What follows belongs to an exercise in optimizing a design on an open flow for a short achievable clock period and few clock cycles; a production flow would make more cautious choices. The RTL was checked by simulation tests, not by an equivalence proof against the original design. The clock port is modelled as an ideal driver, which makes a skipped or thinned clock tree look cheaper than it is; a real chip needs a root buffer or a tree. Power is estimated from default activity; no workload was simulated.

## oak
// acb_stream
module acb_stream (
    input  wire        clk,
    input  wire        rst,
    input  wire        start,
    input  wire [1:0]  op,
    input  wire [15:0] arg0,
    input  wire [12:0] in_len,
    output reg         done,
    output reg  [12:0] out_len,
    output reg  [12:0] in_pos,
    output reg  [2:0]  err_code,
    output reg  [15:0] err_info,
    output wire [11:0] in_addr,
    input  wire [7:0]  in_rdata,
    output wire [11:0] out_raddr,
    input  wire [7:0]  out_rdata,
    output reg         out_we,
    output reg  [11:0] out_waddr,
    output reg  [7:0]  out_wdata
);
For scale: roughly 2100 cells after synthesis, roughly 420 flip-flops, ~0.021 mm^2 of cells after synthesis.
Settings: LEC_CHECK=0, CAP_MARGIN=20, CORE_MARGIN=2, CORE_UTILIZATION=40, SLEW_MARGIN=20; clock period 10.0 ns.
standard.sh (not shown) runs the stock make flow with config.mk's settings and CLKGATE_MAP_FILE= SYNTH_SCRIPT=/design/flow/synth_recipe.tcl, a recipe that flattens the netlist after the stock synthesis.
==> flow/flow/run.sh <==
#!/bin/bash
HERE=$(pwd)
bash standard.sh SETUP_SLACK_MARGIN=7.5 ABC_CLOCK_PERIOD_IN_PS=3000 CORE_UTILIZATION=65 PLACE_DENSITY=0.75 PRE_CTS_TCL=$HERE/flow/star_cts.tcl finish > flow_standard.log 2>&1
==> flow/flow/star_cts.tcl <==

set ::star_clk_net  clk
set ::star_leaves   32
set ::star_roots    4
set ::star_root_buf sky130_fd_sc_hd__clkbuf_16
set ::star_leaf_buf sky130_fd_sc_hd__clkbuf_8

rename clock_tree_synthesis orig_clock_tree_synthesis

proc star_kmeans {pts k iters} {
  set n [llength $pts]
  # start from points spread along the list sorted by x then y
  set srt [lsort -real -index 0 $pts]
  set cents {}
  for {set i 0} {$i < $k} {incr i} {
    set p [lindex $srt [expr {int(($i + 0.5) * $n / $k)}]]
    lappend cents [list [lindex $p 0] [lindex $p 1]]
  }
  # k-means++-ish refinement: plain Lloyd iterations
  for {set it 0} {$it < $iters} {incr it} {
    set sx [lrepeat $k 0.0]; set sy [lrepeat $k 0.0]; set cnt [lrepeat $k 0]
    set asg {}
    foreach p $pts {
      set px [lindex $p 0]; set py [lindex $p 1]
      set best 0; set bd 1e30
      for {set c 0} {$c < $k} {incr c} {
        set dx [expr {$px - [lindex $cents $c 0]}]
        set dy [expr {$py - [lindex $cents $c 1]}]
        set d [expr {abs($dx) + abs($dy)}]
        if {$d < $bd} { set bd $d; set best $c }
      }
      lappend asg $best
      lset sx $best [expr {[lindex $sx $best] + $px}]
      lset sy $best [expr {[lindex $sy $best] + $py}]
      lset cnt $best [expr {[lindex $cnt $best] + 1}]
    }
    for {set c 0} {$c < $k} {incr c} {
      if {[lindex $cnt $c] > 0} {
        lset cents $c [list [expr {[lindex $sx $c] / [lindex $cnt $c]}] [expr {[lindex $sy $c] / [lindex $cnt $c]}]]
      }
    }
  }
  return [list $cents $asg]
}

# Cap every cluster at ceil(n/k)+1 points: points of a full cluster go to
# the nearest cluster with room, farthest points first.
proc star_balance {pts cents asg k} {
  set n [llength $pts]
  set cap [expr {($n + $k - 1) / $k + 1}]
  set cnt [lrepeat $k 0]
  foreach c $asg { lset cnt $c [expr {[lindex $cnt $c] + 1}] }
  # order points by distance to their centre, farthest first
  set order {}
  for {set i 0} {$i < $n} {incr i} {
    set c [lindex $asg $i]
    set d [expr {abs([lindex $pts $i 0] - [lindex $cents $c 0]) + abs([lindex $pts $i 1] - [lindex $cents $c 1])}]
    lappend order [list $i $d]
  }
  set order [lsort -real -decreasing -index 1 $order]
  foreach e $order {
    set i [lindex $e 0]
    set c [lindex $asg $i]
    if {[lindex $cnt $c] <= $cap} continue
    set best -1; set bd 1e30
    for {set j 0} {$j < $k} {incr j} {
      if {$j == $c || [lindex $cnt $j] >= $cap} continue
      set d [expr {abs([lindex $pts $i 0] - [lindex $cents $j 0]) + abs([lindex $pts $i 1] - [lindex $cents $j 1])}]
      if {$d < $bd} { set bd $d; set best $j }
    }
    if {$best < 0} continue
    lset cnt $c [expr {[lindex $cnt $c] - 1}]
    lset cnt $best [expr {[lindex $cnt $best] + 1}]
    lset asg $i $best
  }
  return $asg
}

# The output ports' buffers and the flip-flops driving them get strong
# drive strengths (same cell types).
proc star_size_outputs {} {
  set block [ord::get_db_block]
  set db [ord::get_db]
  set buf [$db findMaster sky130_fd_sc_hd__buf_6]
  set ff  [$db findMaster sky130_fd_sc_hd__dfxtp_4]
  set nb 0; set nf 0
  foreach bterm [$block getBTerms] {
    if {[$bterm getIoType] != "OUTPUT"} continue
    set net [$bterm getNet]
    if {$net == "NULL"} continue
    set drv [$net getFirstOutput]
    if {$drv == "NULL"} continue
    set inst [$drv getInst]
    set m [[$inst getMaster] getName]
    if {[string match sky130_fd_sc_hd__buf_* $m] && $m != "sky130_fd_sc_hd__buf_6" && $m != "sky130_fd_sc_hd__buf_8" && $m != "sky130_fd_sc_hd__buf_12" && $m != "sky130_fd_sc_hd__buf_16"} {
      $inst swapMaster $buf
      incr nb
    }
    set a [$inst findITerm A]
    if {$a == "NULL"} continue
    set n2 [$a getNet]
    if {$n2 == "NULL"} continue
    set d2 [$n2 getFirstOutput]
    if {$d2 == "NULL"} continue
    set f [$d2 getInst]
    if {[string match sky130_fd_sc_hd__dfxtp_* [[$f getMaster] getName]]} {
      $f swapMaster $ff
      incr nf
    }
  }
  puts "star_cts: $nb output buffers and $nf flip-flops resized"
}

proc clock_tree_synthesis {args} {
  # (output drivers keep their sizes)
  set block [ord::get_db_block]
  set db [ord::get_db]
  set clk_net [$block findNet $::star_clk_net]
  set k $::star_leaves
  set root_master [$db findMaster $::star_root_buf]
  set leaf_master [$db findMaster $::star_leaf_buf]

  set sinks {}
  set pts {}
  foreach it [$clk_net getITerms] {
    set inst [$it getInst]
    set bb [$inst getBBox]
    set x [expr {([$bb xMin] + [$bb xMax]) / 2.0}]
    set y [expr {([$bb yMin] + [$bb yMax]) / 2.0}]
    lappend sinks $it
    lappend pts [list $x $y]
  }
  puts "star_cts: [llength $sinks] sinks, $k leaves"
  lassign [star_kmeans $pts $k 30] cents asg
  set asg [star_balance $pts $cents $asg $k]
  # leaf buffers at the centres of their final clusters
  set sx [lrepeat $k 0.0]; set sy [lrepeat $k 0.0]; set cn [lrepeat $k 0]
  set i 0
  foreach c $asg {
    lset sx $c [expr {[lindex $sx $c] + [lindex $pts $i 0]}]
    lset sy $c [expr {[lindex $sy $c] + [lindex $pts $i 1]}]
    lset cn $c [expr {[lindex $cn $c] + 1}]
    incr i
  }
  for {set c 0} {$c < $k} {incr c} {
    if {[lindex $cn $c] > 0} {
      lset cents $c [list [expr {[lindex $sx $c] / [lindex $cn $c]}] [expr {[lindex $sy $c] / [lindex $cn $c]}]]
    }
  }

  # leaves grouped under the roots
  set nr $::star_roots
  lassign [star_kmeans $cents $nr 30] rcents rasg
  set root_nets {}
  for {set r 0} {$r < $nr} {incr r} {
    set root [odb::dbInst_create $block $root_master "clkbuf_root_star_$r"]
    $root setLocation [expr {int([lindex $rcents $r 0])}] [expr {int([lindex $rcents $r 1])}]
    $root setPlacementStatus PLACED
    set root_net [odb::dbNet_create $block "clknet_root_star_$r"]
    $root_net setSigType CLOCK
    [$root findITerm A] connect $clk_net
    [$root findITerm X] connect $root_net
    lappend root_nets $root_net
  }
  puts "star_cts: leaves per root $rasg"

  set leaf_nets {}
  for {set c 0} {$c < $k} {incr c} {
    set leaf [odb::dbInst_create $block $leaf_master "clkbuf_leaf_star_$c"]
    $leaf setLocation [expr {int([lindex $cents $c 0])}] [expr {int([lindex $cents $c 1])}]
    $leaf setPlacementStatus PLACED
    set net [odb::dbNet_create $block "clknet_leaf_star_$c"]
    $net setSigType CLOCK
    [$leaf findITerm A] connect [lindex $root_nets [lindex $rasg $c]]
    [$leaf findITerm X] connect $net
    lappend leaf_nets $net
  }
  set i 0
  foreach it $sinks {
    set c [lindex $asg $i]
    $it disconnect
    $it connect [lindex $leaf_nets $c]
    incr i
  }
  set cnts [lrepeat $k 0]
  foreach c $asg { lset cnts $c [expr {[lindex $cnts $c] + 1}] }
  puts "star_cts: leaf fanouts $cnts"
  set_propagated_clock [all_clocks]
}
Testbench counts of oak, summed over its fixed seeds: cycles 269,392.
Inputs modified between oak and pine:
--- a/flow/flow/star_cts.tcl
+++ b/flow/flow/star_cts.tcl
@@ -4,5 +4,5 @@
 set ::star_roots    4
 set ::star_root_buf sky130_fd_sc_hd__clkbuf_16
-set ::star_leaf_buf sky130_fd_sc_hd__clkbuf_8
+set ::star_leaf_buf sky130_fd_sc_hd__clkbuf_16
 
 rename clock_tree_synthesis orig_clock_tree_synthesis
@@ -113,5 +113,5 @@
 
 proc clock_tree_synthesis {args} {
-  # (output drivers keep their sizes)
+  star_size_outputs
   set block [ord::get_db_block]
   set db [ord::get_db]
Notes after the runs:
- What oak reported for number of cells upsized or downsized after cts has to be multiplied by 1.08 to get the figure for pine.
- NOTE: ratio of final minimum period to clock period in pine exceeds that of oak
- Diff oak..pine | buffer and inverter count on the worst path | unchanged
- Re power density relative to cell area: pine and oak aren't equal, and the higher value belongs to pine.
- Taking oak as the reference, in pine time the final worst path needs with I/O delays and setup up 0.030 ns, total number of nets in the final design flat, register area up 300 um^2.
- Final instance area delta for pine relative to oak: about 4% higher
- pine vs oak — utilization rose 3.2 points.
- Measured against each other, pine and oak differ in highest achievable clock rate, the higher figure coming from oak.
- Reported for pine and oak, synthesized area turned out identical to the last digit.
Input changes introduced in birch (baseline for comparison: pine):
--- a/flow/flow/star_cts.tcl
+++ b/flow/flow/star_cts.tcl
@@ -112,6 +112,35 @@
 }
 
+# Each flip-flop that drives an output port's buffer is moved next to that
+# buffer (legalised later by the CTS step's detailed placement).
+proc star_pull_outputs {} {
+  set block [ord::get_db_block]
+  set np 0
+  foreach bterm [$block getBTerms] {
+    if {[$bterm getIoType] != "OUTPUT"} continue
+    set net [$bterm getNet]
+    if {$net == "NULL"} continue
+    set drv [$net getFirstOutput]
+    if {$drv == "NULL"} continue
+    set inst [$drv getInst]
+    set a [$inst findITerm A]
+    if {$a == "NULL"} continue
+    set n2 [$a getNet]
+    if {$n2 == "NULL"} continue
+    set d2 [$n2 getFirstOutput]
+    if {$d2 == "NULL"} continue
+    set f [$d2 getInst]
+    if {![string match sky130_fd_sc_hd__*df* [[$f getMaster] getName]]} continue
+    lassign [$inst getLocation] bx by
+    $f setLocation $bx $by
+    $f setPlacementStatus PLACED
+    incr np
+  }
+  puts "star_cts: $np output flip-flops moved to their buffers"
+  detailed_placement
+}
+
 proc clock_tree_synthesis {args} {
-  star_size_outputs
+  star_pull_outputs
   set block [ord::get_db_block]
   set db [ord::get_db]
--- outcome ---
In the reports for birch and pine, the larger final wirelength belongs to birch. birch and pine ended up with nearly the same average size of a mapped cell. pine reports its end point of the critical path as out_waddr[0] while birch reports err_code[2]. Comparing pine against birch, there is no change at all in die area.
Setup changes, birch to maple
--- a/flow/flow/star_cts.tcl
+++ b/flow/flow/star_cts.tcl
@@ -77,12 +77,10 @@
 }
 
-# The output ports' buffers and the flip-flops driving them get strong
-# drive strengths (same cell types).
+# The output ports' buffers get a strong drive strength.
 proc star_size_outputs {} {
   set block [ord::get_db_block]
   set db [ord::get_db]
   set buf [$db findMaster sky130_fd_sc_hd__buf_6]
-  set ff  [$db findMaster sky130_fd_sc_hd__dfxtp_4]
-  set nb 0; set nf 0
+  set nb 0
   foreach bterm [$block getBTerms] {
     if {[$bterm getIoType] != "OUTPUT"} continue
@@ -93,21 +91,11 @@
     set inst [$drv getInst]
     set m [[$inst getMaster] getName]
-    if {[string match sky130_fd_sc_hd__buf_* $m] && $m != "sky130_fd_sc_hd__buf_6" && $m != "sky130_fd_sc_hd__buf_8" && $m != "sky130_fd_sc_hd__buf_12" && $m != "sky130_fd_sc_hd__buf_16"} {
+    if {[lsearch -exact {sky130_fd_sc_hd__buf_6 sky130_fd_sc_hd__buf_8 sky130_fd_sc_hd__buf_12 sky130_fd_sc_hd__buf_16} $m] >= 0} continue
+    if {[string match sky130_fd_sc_hd__buf_* $m] || [string match sky130_fd_sc_hd__clkdlybuf* $m] || [string match sky130_fd_sc_hd__dlygate* $m] || [string match sky130_fd_sc_hd__clkbuf_* $m]} {
       $inst swapMaster $buf
       incr nb
     }
-    set a [$inst findITerm A]
-    if {$a == "NULL"} continue
-    set n2 [$a getNet]
-    if {$n2 == "NULL"} continue
-    set d2 [$n2 getFirstOutput]
-    if {$d2 == "NULL"} continue
-    set f [$d2 getInst]
-    if {[string match sky130_fd_sc_hd__dfxtp_* [[$f getMaster] getName]]} {
-      $f swapMaster $ff
-      incr nf
-    }
-  }
-  puts "star_cts: $nb output buffers and $nf flip-flops resized"
+  }
+  puts "star_cts: $nb output buffers resized"
 }
 
@@ -142,4 +130,5 @@
 
 proc clock_tree_synthesis {args} {
+  star_size_outputs
   star_pull_outputs
   set block [ord::get_db_block]
- The final layout from maple, which completed every stage, passed the timing, DRC and antenna checks at the end of the flow.
- Reported for maple and birch, number of top-level pins turned out identical to the last digit.
- Changes observed in maple relative to birch: filler-free cell count of the finished design was more or less identical, met1 usage shows no meaningful change, total power draw grew by 1.4%.
- Worst setup slack delta for maple relative to birch: 0.0056 ns lower
- Summary of the comparison: maximum single-stage delay on the critical path is higher in maple, relative to birch.
- Compared with birch, maple degrades hold slack.
- maple and birch ended up with nearly the same final-stage net count.
- For the aggregate global-route resource usage, maple came in 1.0 points higher than birch did.
- Of maple and birch, maple shows the higher layout cell share with drive strength beyond 1, with birch below it.
No run of this note takes its clock network from TritonCTS; it comes from the design's own scripts or RTL.

-- re-timing with driven ports --
The results above use ideal ports. As a check the final layouts listed here were re-extracted and re-timed, cells and wires unchanged. Step 1 (the two cells are an assumption about what drives the block):
set clk [get_ports {clk}]
set_driving_cell -lib_cell sky130_fd_sc_hd__clkbuf_16 $clk
set_driving_cell -lib_cell sky130_fd_sc_hd__buf_2 [delete_from_list [all_inputs] $clk]
Step 2 times the ports against the registers' clock, not the clock port: input delays grow and output delays shrink by t, the midpoint of the rising clock arrivals with the driver on. Slacks: ideal / step 1 / step 2; pairs: ideal / step 1.
run | shift t [ns] | setup WS [ns] | worst setup path after step 2 | worst register clock-pin slew, ns | cell pins on the clock port's net
oak | 0.456 | 7.186 / 7.058 / 7.006 | input to register | 0.11 / 0.11 | 4
pine | 0.471 | 7.157 / 7.034 / 6.990 | input to register | 0.10 / 0.10 | 4
birch | 0.478 | 7.165 / 7.042 / 6.975 | input to register | 0.08 / 0.08 | 4
maple | 0.479 | 7.160 / 7.036 / 6.973 | input to register | 0.09 / 0.09 | 4
After both steps every run listed still meets setup and hold. For birch, which loses most, drivers alone change the setup slack by -0.123 ns; drivers and shift together by -0.190 ns.
